From an optimization exercise on the open Yosys and OpenROAD flow, aimed at small area; shortcuts taken in it are not production practice. Function was checked by simulation only, so behaviour that the tests miss may differ from the original. No driver is modelled on the clock port, so clocking that relies on it looks cheaper here than on a real chip. Power figures rest on the tool's default switching activity, not on a simulated workload.

alpha:
==> flow/design.v <==
module ibus_core (
    input  wire        clk,
    input  wire        rst,           
    input  wire        rx,            
    output wire        tx,            
    output wire        tx_en,         
    input  wire        req_valid,
    input  wire        req_send,      
    input  wire [3:0]  req_cmd,
    input  wire [3:0]  req_id,
    input  wire [2:0]  req_len,       
    input  wire [31:0] req_data,      
    output reg         dec_valid,
    output wire [1:0]  dec_status,    
    output wire [3:0]  dec_cmd,
    output wire [3:0]  dec_id,
    output wire        frame_ready
);
    localparam [3:0] BC_START = 4'd15;
    localparam [3:0] BC_STOP  = 4'd8;
    localparam [3:0] BC_IDLE  = 4'd9;
    localparam [8:0] GAP_SEED = 9'h1FF;
    function [8:0] lfsr_step(input [8:0] s);
        lfsr_step = {s[7:0], s[8] ^ s[4]};
    endfunction
    function [8:0] lfsr_n(input [8:0] s, input integer n);
        integer k;
        begin
            lfsr_n = s;
            for (k = 0; k < n; k = k + 1)
                lfsr_n = lfsr_step(lfsr_n);
        end
    endfunction
    localparam [8:0] GAP_END = lfsr_n(GAP_SEED, 319);
    reg        rx_s1, rx_s2;     
    reg  [3:0] ph;               
    reg  [3:0] bc;               
    reg        busy;             
    reg  [3:0] rem;              
    reg        first;            
    reg [39:0] sr;               
    reg  [7:0] acc;              
    reg  [2:0] hi;               
    reg        cy;               
    reg        pend;             
    reg  [8:0] gap_lfsr;
    reg        gap_flag;
    reg  [2:0] cur;              
    reg        taken;
    reg        avail_q;          
    assign tx_en       = busy;
    assign dec_cmd     = sr[15:12];
    assign dec_id      = sr[11:8];
    assign dec_status  = {avail_q && !hi[2], avail_q && hi[2]};
    wire dec_fire  = req_valid && !req_send && !busy;
    wire send_fire = req_valid &&  req_send && !busy && (req_len <= 3'd4);
    wire cur1 = cur[0] && !cur[1];
    wire cur2 = cur[1] && !cur[2];
    wire cur3 = cur[2] && cur[0];
    wire cur4 = cur[2] && !cur[0];
    assign frame_ready = cur4 && !taken;
    wire   dec_avail   = frame_ready;
    wire bit_end  = (ph == 4'd15);
    wire in_data  = !bc[3];
    wire dshift   = bit_end && in_data;
    wire last     = (bc == 4'd7);
    wire at_idle  = (bc == BC_IDLE);
    wire char_end = bit_end && (bc == BC_STOP);
    wire r_chi  = rem[3] && !rem[2];             
    wire r_clo  = rem[2] && !rem[1];             
    wire t_clo  = !first && r_clo;
    wire t_body = !first && !r_clo && !r_chi;
    wire rx_valid    = !busy && char_end && rx_s2;
    wire rx_accept   = rx_valid && !send_fire;
    wire frame_start = rx_accept && gap_flag;
    wire rx_shift    = !busy && dshift;
    wire tx_shift = busy && dshift && t_body;
    always @(posedge clk) begin
        if (rst) begin
            rx_s1 <= 1'b1;
            rx_s2 <= 1'b1;
        end else begin
            rx_s1 <= rx;
            rx_s2 <= rx_s1;
        end
    end
    always @(posedge clk) begin
        if (send_fire)
            ph <= 4'd13;
        else if (!busy && at_idle)
            ph <= 4'd8;                  
        else if (!(busy && char_end))
            ph <= ph + 4'd1;
    end
    always @(posedge clk) begin
        if (rst) begin
            bc   <= BC_IDLE;
            busy <= 1'b0;
        end else if (send_fire) begin
            bc   <= BC_IDLE;
            busy <= 1'b1;
        end else begin
            if (at_idle) begin
                if (busy ? bit_end : !rx_s2)
                    bc <= BC_START;
            end else if (bit_end) begin
                if (!busy && bc == BC_START && rx_s2)
                    bc <= BC_IDLE;       
                else
                    bc <= bc + 4'd1;
            end
            if (busy && char_end && r_chi)
                busy <= 1'b0;
        end
    end
    always @(posedge clk) begin
        if (send_fire) begin
            rem   <= {req_len == 3'd0, req_len <= 3'd1, req_len <= 3'd2, req_len <= 3'd3};
            first <= 1'b1;
        end else if (char_end) begin
            rem   <= {rem[2:0], !rem[3]};
            first <= 1'b0;
        end
    end
    always @(posedge clk) begin
        if (send_fire)
            sr <= {req_data, req_cmd, req_id};
        else begin
            if (tx_shift || rx_shift)
                sr[7:0] <= {busy ? sr[8] : rx_s2, sr[7:1]};
            if (tx_shift || (rx_shift && cur1))
                sr[15:8] <= {busy ? sr[16] : rx_s2, sr[15:9]};
            if (tx_shift)
                sr[39:16] <= {sr[39], sr[39:17]};
        end
    end
    wire add_en = busy ? t_body : pend;
    wire a_in   = add_en && sr[0];
    wire s_bit  = acc[0] ^ a_in ^ cy;
    wire c_out  = (acc[0] & a_in) | (acc[0] & cy) | (a_in & cy);
    wire rot    = dshift && (busy || pend);
    wire ok3    = (acc == 8'hFF) && !hi[1] && (sr[7:0] == {7'h7F, ~hi[0]});
    always @(posedge clk) begin
        if (send_fire) begin
            acc <= 8'd4 + {5'd0, req_len};
            hi  <= 3'd0;
            cy  <= 1'b0;
        end else if (frame_start) begin
            acc     <= 8'd0;
            hi[1:0] <= 2'd0;
            cy      <= 1'b0;
        end else if (rot) begin
            acc <= {s_bit, acc[7:1]};
            cy  <= c_out && !last;
            if (last)
                hi <= hi + {2'd0, c_out};
        end else if (rx_accept && cur3) begin
            hi[2] <= ok3;
        end
    end
    always @(posedge clk) begin
        if (rx_accept && (frame_start || cur1 || cur2))
            pend <= 1'b1;
        else if (rx_shift && last)
            pend <= 1'b0;
    end
    always @(posedge clk) begin
        if (rx_accept)
            gap_lfsr <= GAP_SEED;
        else
            gap_lfsr <= lfsr_step(gap_lfsr);
    end
    always @(posedge clk) begin
        if (rst || send_fire)            
            gap_flag <= 1'b1;
        else if (rx_accept)
            gap_flag <= 1'b0;
        else if (gap_lfsr == GAP_END)
            gap_flag <= 1'b1;
    end
    always @(posedge clk) begin
        if (rst) begin
            cur   <= 3'd0;
            taken <= 1'b0;
        end else begin
            if (frame_start)
                cur <= 3'b001;
            else if (rx_accept && !cur4)
                cur <= {cur[1:0], !cur[2]};
            if (frame_start)
                taken <= 1'b0;
            else if (send_fire || (dec_fire && dec_avail))
                taken <= 1'b1;
        end
    end
    always @(posedge clk) begin
        if (rst)
            dec_valid <= 1'b0;
        else
            dec_valid <= dec_fire;
    end
    always @(posedge clk) begin
        avail_q <= dec_avail;
    end
    reg t_bit;
    always @(*) begin
        if (first)
            t_bit = acc[0];
        else if (t_body)
            t_bit = sr[0];
        else if (t_clo)
            t_bit = ~acc[0];
        else
            t_bit = !(bc[2:0] <= 3'd2 && hi[bc[1:0]]);
    end
    assign tx = !busy || !(bc == BC_START || (in_data && !t_bit));
endmodule
clock: 10.0 ns
lec_check: 0
cap_margin: 20
core_margin: 2
core_utilization: 40
place_density: 0.6
slew_margin: 20
standard.sh (not shown) runs the stock make flow with config.mk's settings and CLKGATE_MAP_FILE= SYNTH_SCRIPT=/design/flow/synth_recipe.tcl, a recipe that flattens the netlist after the stock synthesis.
==> flow/flow/run.sh <==
#!/bin/bash
# Standard layout, but the port buffers are the smallest buffer cell
# instead of the delay cell that buffer_ports picks by default, and the
# clock tree is built from smaller buffers without dummy loads.
set -euo pipefail
export BUFFER_PORTS_ARGS="-buffer_cell sky130_fd_sc_hd__buf_1"
export CTS_ARGS="-sink_clustering_enable -repair_clock_nets -dont_use_dummy_load -buf_list sky130_fd_sc_hd__clkbuf_8 -sink_clustering_size 22 -sink_clustering_max_diameter 100"
bash standard.sh > standard.log 2>&1
alpha reached the final stage; the timing, DRC and antenna checks on its layout passed.
[inputs] beta vs alpha
--- a/flow/flow/run.sh
+++ b/flow/flow/run.sh
@@ -5,4 +5,5 @@
 set -euo pipefail
 export BUFFER_PORTS_ARGS="-buffer_cell sky130_fd_sc_hd__buf_1"
-export CTS_ARGS="-sink_clustering_enable -repair_clock_nets -dont_use_dummy_load -buf_list sky130_fd_sc_hd__clkbuf_8 -sink_clustering_size 22 -sink_clustering_max_diameter 100"
+export CTS_ARGS="-sink_clustering_enable -repair_clock_nets -dont_use_dummy_load -buf_list sky130_fd_sc_hd__clkbuf_8"
+export RECOVER_POWER=100
 bash standard.sh > standard.log 2>&1
==> notes.md <==
- alpha finished end to end and its layout was clean on timing, DRC and antenna.
- beta completed end to end; final checks failed (capacitance limit, slew limit).
- Against alpha, beta comes in about 0.5% lower on power in combinational cells.
- NOTE: peak ir drop on the vdd network in beta exceeds that of alpha
- beta vs alpha, slowest library cell on the worst path: sky130_fd_sc_hd__a2111oi_0 vs sky130_fd_sc_hd__inv_2
- Summed area of non-filler cells in the final layout, beta vs alpha: down slightly
- Taking alpha as the reference, in beta minimum clock period after layout shows an increase of 1460 ps; routed wire length shows a reduction of 0.32%.


Another version of the RTL of ibus_core (not shown whole).
Size in the first run: roughly 79 flip-flops, roughly 3400 µm² of cells after synthesis.
export LEC_CHECK = 0
export CAP_MARGIN = 0
export CORE_MARGIN = 2
export CORE_UTILIZATION = 40
export PLACE_DENSITY = 0.6
export SLEW_MARGIN = 0
create_clock -name core_clock -period 10.0 [get_ports {clk}]
==> flow/flow/run.sh <==
#!/bin/bash
# The standard layout (standard.sh) with these changes:
# - synthesis maps the logic with ABC's area-oriented mapper (amap, the
#   script in abc_map.script) instead of ORFS's delay-oriented script; the
#   flip-flops are mapped before ABC runs, so they are the same as in the
#   standard synthesis;
# - the port buffers are the smallest buffer cell instead of the delay cell
#   buffer_ports picks by default;
# - the clock tree: manual_cts.tcl splits the flip-flops into CLK_GROUPS
#   groups, each driven by one CLK_GROUP_CELL, and CTS builds the tree
#   from the clock port to those buffers only, of clkbuf_1, without dummy
#   loads.
set -euo pipefail
rm -rf scripts_area
cp -r "$FLOW_HOME/scripts" scripts_area
cp flow/abc_map.script scripts_area/abc_speed.script
export SCRIPTS_DIR="$PWD/scripts_area"
export BUFFER_PORTS_ARGS="-buffer_cell sky130_fd_sc_hd__buf_1"
export CLK_GROUPS=8
export CLK_GROUP_CELL=sky130_fd_sc_hd__clkbuf_4
export PRE_CTS_TCL="$PWD/flow/manual_cts.tcl"
export CTS_ARGS="-clk_nets clk -sink_clustering_enable -repair_clock_nets -dont_use_dummy_load -buf_list sky130_fd_sc_hd__clkbuf_1"
bash standard.sh > standard.log 2>&1
==> flow/flow/abc_map.script <==
strash
ifraig
dch -f
amap
strash
dch -f
amap
topo
==> flow/flow/manual_cts.tcl <==
# Sourced by ORFS's cts.tcl before clock_tree_synthesis (PRE_CTS_TCL).
# The flip-flops are split into CLK_GROUPS groups of about equal size by
# their angle around the centre of all flip-flops; each group gets one
# CLK_GROUP_CELL buffer at its centre, and clock_tree_synthesis, run on the clock port's
# net only, then drives these buffers. Every flip-flop is behind exactly one
# group buffer and one small tree from the port, so the clock reaches all of
# them through the same kind of path.
proc manual_clock_buffers {nb cell} {
  set block [ord::get_db_block]
  set master [[ord::get_db] findMaster $cell]
  set clknet [$block findNet clk]
  set sinks {}
  foreach it [$clknet getITerms] {
    set bb [[$it getInst] getBBox]
    lappend sinks [list $it [expr {([$bb xMin] + [$bb xMax]) / 2.0}] [expr {([$bb yMin] + [$bb yMax]) / 2.0}]]
  }
  set n [llength $sinks]
  set cx 0.0
  set cy 0.0
  foreach s $sinks {
    set cx [expr {$cx + [lindex $s 1]}]
    set cy [expr {$cy + [lindex $s 2]}]
  }
  set cx [expr {$cx / $n}]
  set cy [expr {$cy / $n}]
  set withang {}
  foreach s $sinks {
    lappend withang [list {*}$s [expr {atan2([lindex $s 2] - $cy, [lindex $s 1] - $cx)}]]
  }
  set sorted [lsort -real -index 3 $withang]
  set per [expr {int(ceil(double($n) / $nb))}]
  for {set g 0} {$g < $nb} {incr g} {
    set grp [lrange $sorted [expr {$g * $per}] [expr {($g + 1) * $per - 1}]]
    if {[llength $grp] == 0} { continue }
    set gx 0.0
    set gy 0.0
    foreach s $grp {
      set gx [expr {$gx + [lindex $s 1]}]
      set gy [expr {$gy + [lindex $s 2]}]
    }
    set gx [expr {int($gx / [llength $grp])}]
    set gy [expr {int($gy / [llength $grp])}]
    set inst [odb::dbInst_create $block $master "clkbuf_grp_$g"]
    set net [odb::dbNet_create $block "clk_grp_$g"]
    $net setSigType CLOCK
    $inst setLocation $gx $gy
    $inst setPlacementStatus PLACED
    [$inst findITerm A] connect $clknet
    [$inst findITerm X] connect $net
    foreach s $grp {
      set it [lindex $s 0]
      $it disconnect
      $it connect $net
    }
  }
  puts "manual_clock_buffers: $n flip-flops in $nb groups of up to $per"
}

manual_clock_buffers $::env(CLK_GROUPS) $::env(CLK_GROUP_CELL)
The first run ran to the end with no violations.
Change:
--- a/flow/flow/run.sh
+++ b/flow/flow/run.sh
@@ -10,3 +10,2 @@
-#   groups, each driven by one CLK_GROUP_CELL, and CTS builds the tree
-#   from the clock port to those buffers only, of clkbuf_1, without dummy
-#   loads.
+#   groups, each driven by one clkbuf_8, and CTS builds the tree from the
+#   clock port to those buffers only, without dummy loads.
@@ -19,2 +18 @@
-export CLK_GROUPS=8
-export CLK_GROUP_CELL=sky130_fd_sc_hd__clkbuf_4
+export CLK_GROUPS=5
@@ -22 +20 @@
-export CTS_ARGS="-clk_nets clk -sink_clustering_enable -repair_clock_nets -dont_use_dummy_load -buf_list sky130_fd_sc_hd__clkbuf_1"
+export CTS_ARGS="-clk_nets clk -sink_clustering_enable -repair_clock_nets -dont_use_dummy_load -buf_list sky130_fd_sc_hd__clkbuf_2"
==> flow/flow/abc_map.script (replaced) <==
strash
ifraig
dch -f
amap
topo
--- a/flow/flow/manual_cts.tcl
+++ b/flow/flow/manual_cts.tcl
@@ -4 +4 @@
-# CLK_GROUP_CELL buffer at its centre, and clock_tree_synthesis, run on the clock port's
+# clkbuf_8 at its centre, and clock_tree_synthesis, run on the clock port's
@@ -59 +59 @@
-manual_clock_buffers $::env(CLK_GROUPS) $::env(CLK_GROUP_CELL)
+manual_clock_buffers $::env(CLK_GROUPS) sky130_fd_sc_hd__clkbuf_8
Sequential cell count stays the same.
Die area is about the same.
Via count increases by 2.1%.
Wire length drops by 2.0%.
Power climbs by 18%.
Combinational power came out higher by 91%.
Setup slack is better by 0.20 ns.
Area after synthesis is about the same.
Sequential power grows by 9.0%.
First-iteration DRC count went up by 120%.
Change:
--- a/flow/flow/run.sh
+++ b/flow/flow/run.sh
@@ -10,2 +10,3 @@
-#   groups, each driven by one clkbuf_8, and CTS builds the tree from the
-#   clock port to those buffers only, without dummy loads.
+#   groups, each driven by one CLK_GROUP_CELL, and CTS builds the tree
+#   from the clock port to those buffers only, of clkbuf_1, without dummy
+#   loads.
@@ -18 +19,2 @@
-export CLK_GROUPS=5
+export CLK_GROUPS=8
+export CLK_GROUP_CELL=sky130_fd_sc_hd__clkbuf_4
@@ -20 +22 @@
-export CTS_ARGS="-clk_nets clk -sink_clustering_enable -repair_clock_nets -dont_use_dummy_load -buf_list sky130_fd_sc_hd__clkbuf_2"
+export CTS_ARGS="-clk_nets clk -sink_clustering_enable -repair_clock_nets -dont_use_dummy_load -buf_list sky130_fd_sc_hd__clkbuf_1"
--- a/flow/flow/manual_cts.tcl
+++ b/flow/flow/manual_cts.tcl
@@ -4 +4 @@
-# clkbuf_8 at its centre, and clock_tree_synthesis, run on the clock port's
+# CLK_GROUP_CELL buffer at its centre, and clock_tree_synthesis, run on the clock port's
@@ -59 +59 @@
-manual_clock_buffers $::env(CLK_GROUPS) sky130_fd_sc_hd__clkbuf_8
+manual_clock_buffers $::env(CLK_GROUPS) $::env(CLK_GROUP_CELL)
- The new run completed without violations
- global-route usage is about the same
- via count rose by 1.1%
- final cell count rose by 0.63%
- register-to-register slack degrades by 0.03 ns
- design area fell by 0.33%
- clock power fell by about 6%
- routed wire length rose by 1.5%
- total power fell by 1.2%
- hold slack is about the same
- flip-flop and latch count does not change


Another version of the RTL of ibus_core (not shown whole).
Size: ~390 cells after synthesis, ~81 flip-flops, about 62 I/O pins, about 3800 sq um of cells after synthesis.
Settings: LEC_CHECK=0, CAP_MARGIN=20, CORE_MARGIN=2, CORE_UTILIZATION=65, PLACE_DENSITY=0.8, SLEW_MARGIN=20; clock period 10.0 ns.
==> flow/flow/run.sh <==
#!/bin/bash
# The standard layout (standard.sh), with two changes: the port buffers are
# the smallest buffer cell instead of the delay cell buffer_ports picks by
# default, and the clock tree uses clkbuf_8 without dummy loads.
set -euo pipefail
export BUFFER_PORTS_ARGS="-buffer_cell sky130_fd_sc_hd__buf_1"
export CTS_ARGS="-sink_clustering_enable -repair_clock_nets -dont_use_dummy_load -buf_list sky130_fd_sc_hd__clkbuf_8"
bash standard.sh > standard.log 2>&1
Change:
CORE_UTILIZATION = 40   (was 65)
PLACE_DENSITY = 0.6   (was 0.8)
First-iteration DRC count goes down by 21%. Non-clock buffer count goes up by 1. Die area goes up by 59%. Via count goes down by 1.8%. Global-route usage goes down by 9.6 points. Power hardly moves. Cell area goes up by 1.9%.

separate check: timing with driven ports:
The results above use ideal ports. As a check the final layouts listed here were re-extracted and re-timed, cells and wires unchanged. Step 1, drivers: a clkbuf_16 drives clk and a buf_2 each remaining input, both assumed. Step 2 also shifts input and output timing later by t, the mid clock arrival at the registers, as if the neighbouring blocks saw the same clock. Three values: no drivers, after step 1, after step 2; two values: the first two.
run	shift t [ns]	slack for setup (ns)	worst slew at a driven data input, ns
alpha	0.384	5.156 / 5.161 / 4.777	0.03
beta	0.384	3.700 / 3.709 / 3.326	0.03
the first run of note 2	0.690	4.783 / 4.755 / 4.984	0.03
the second run of note 2	0.480	4.979 / 4.950 / 5.152	0.03
the third run of note 2	0.674	4.769 / 4.739 / 5.158	0.03
the first run of note 3	0.365	5.930 / 5.899 / 5.838	0.04
the second run of note 3	0.369	5.888 / 5.856 / 5.847	0.04
The setup slack of alpha, which loses most, moves by +0.005 ns with the drivers and by -0.379 ns with both steps.
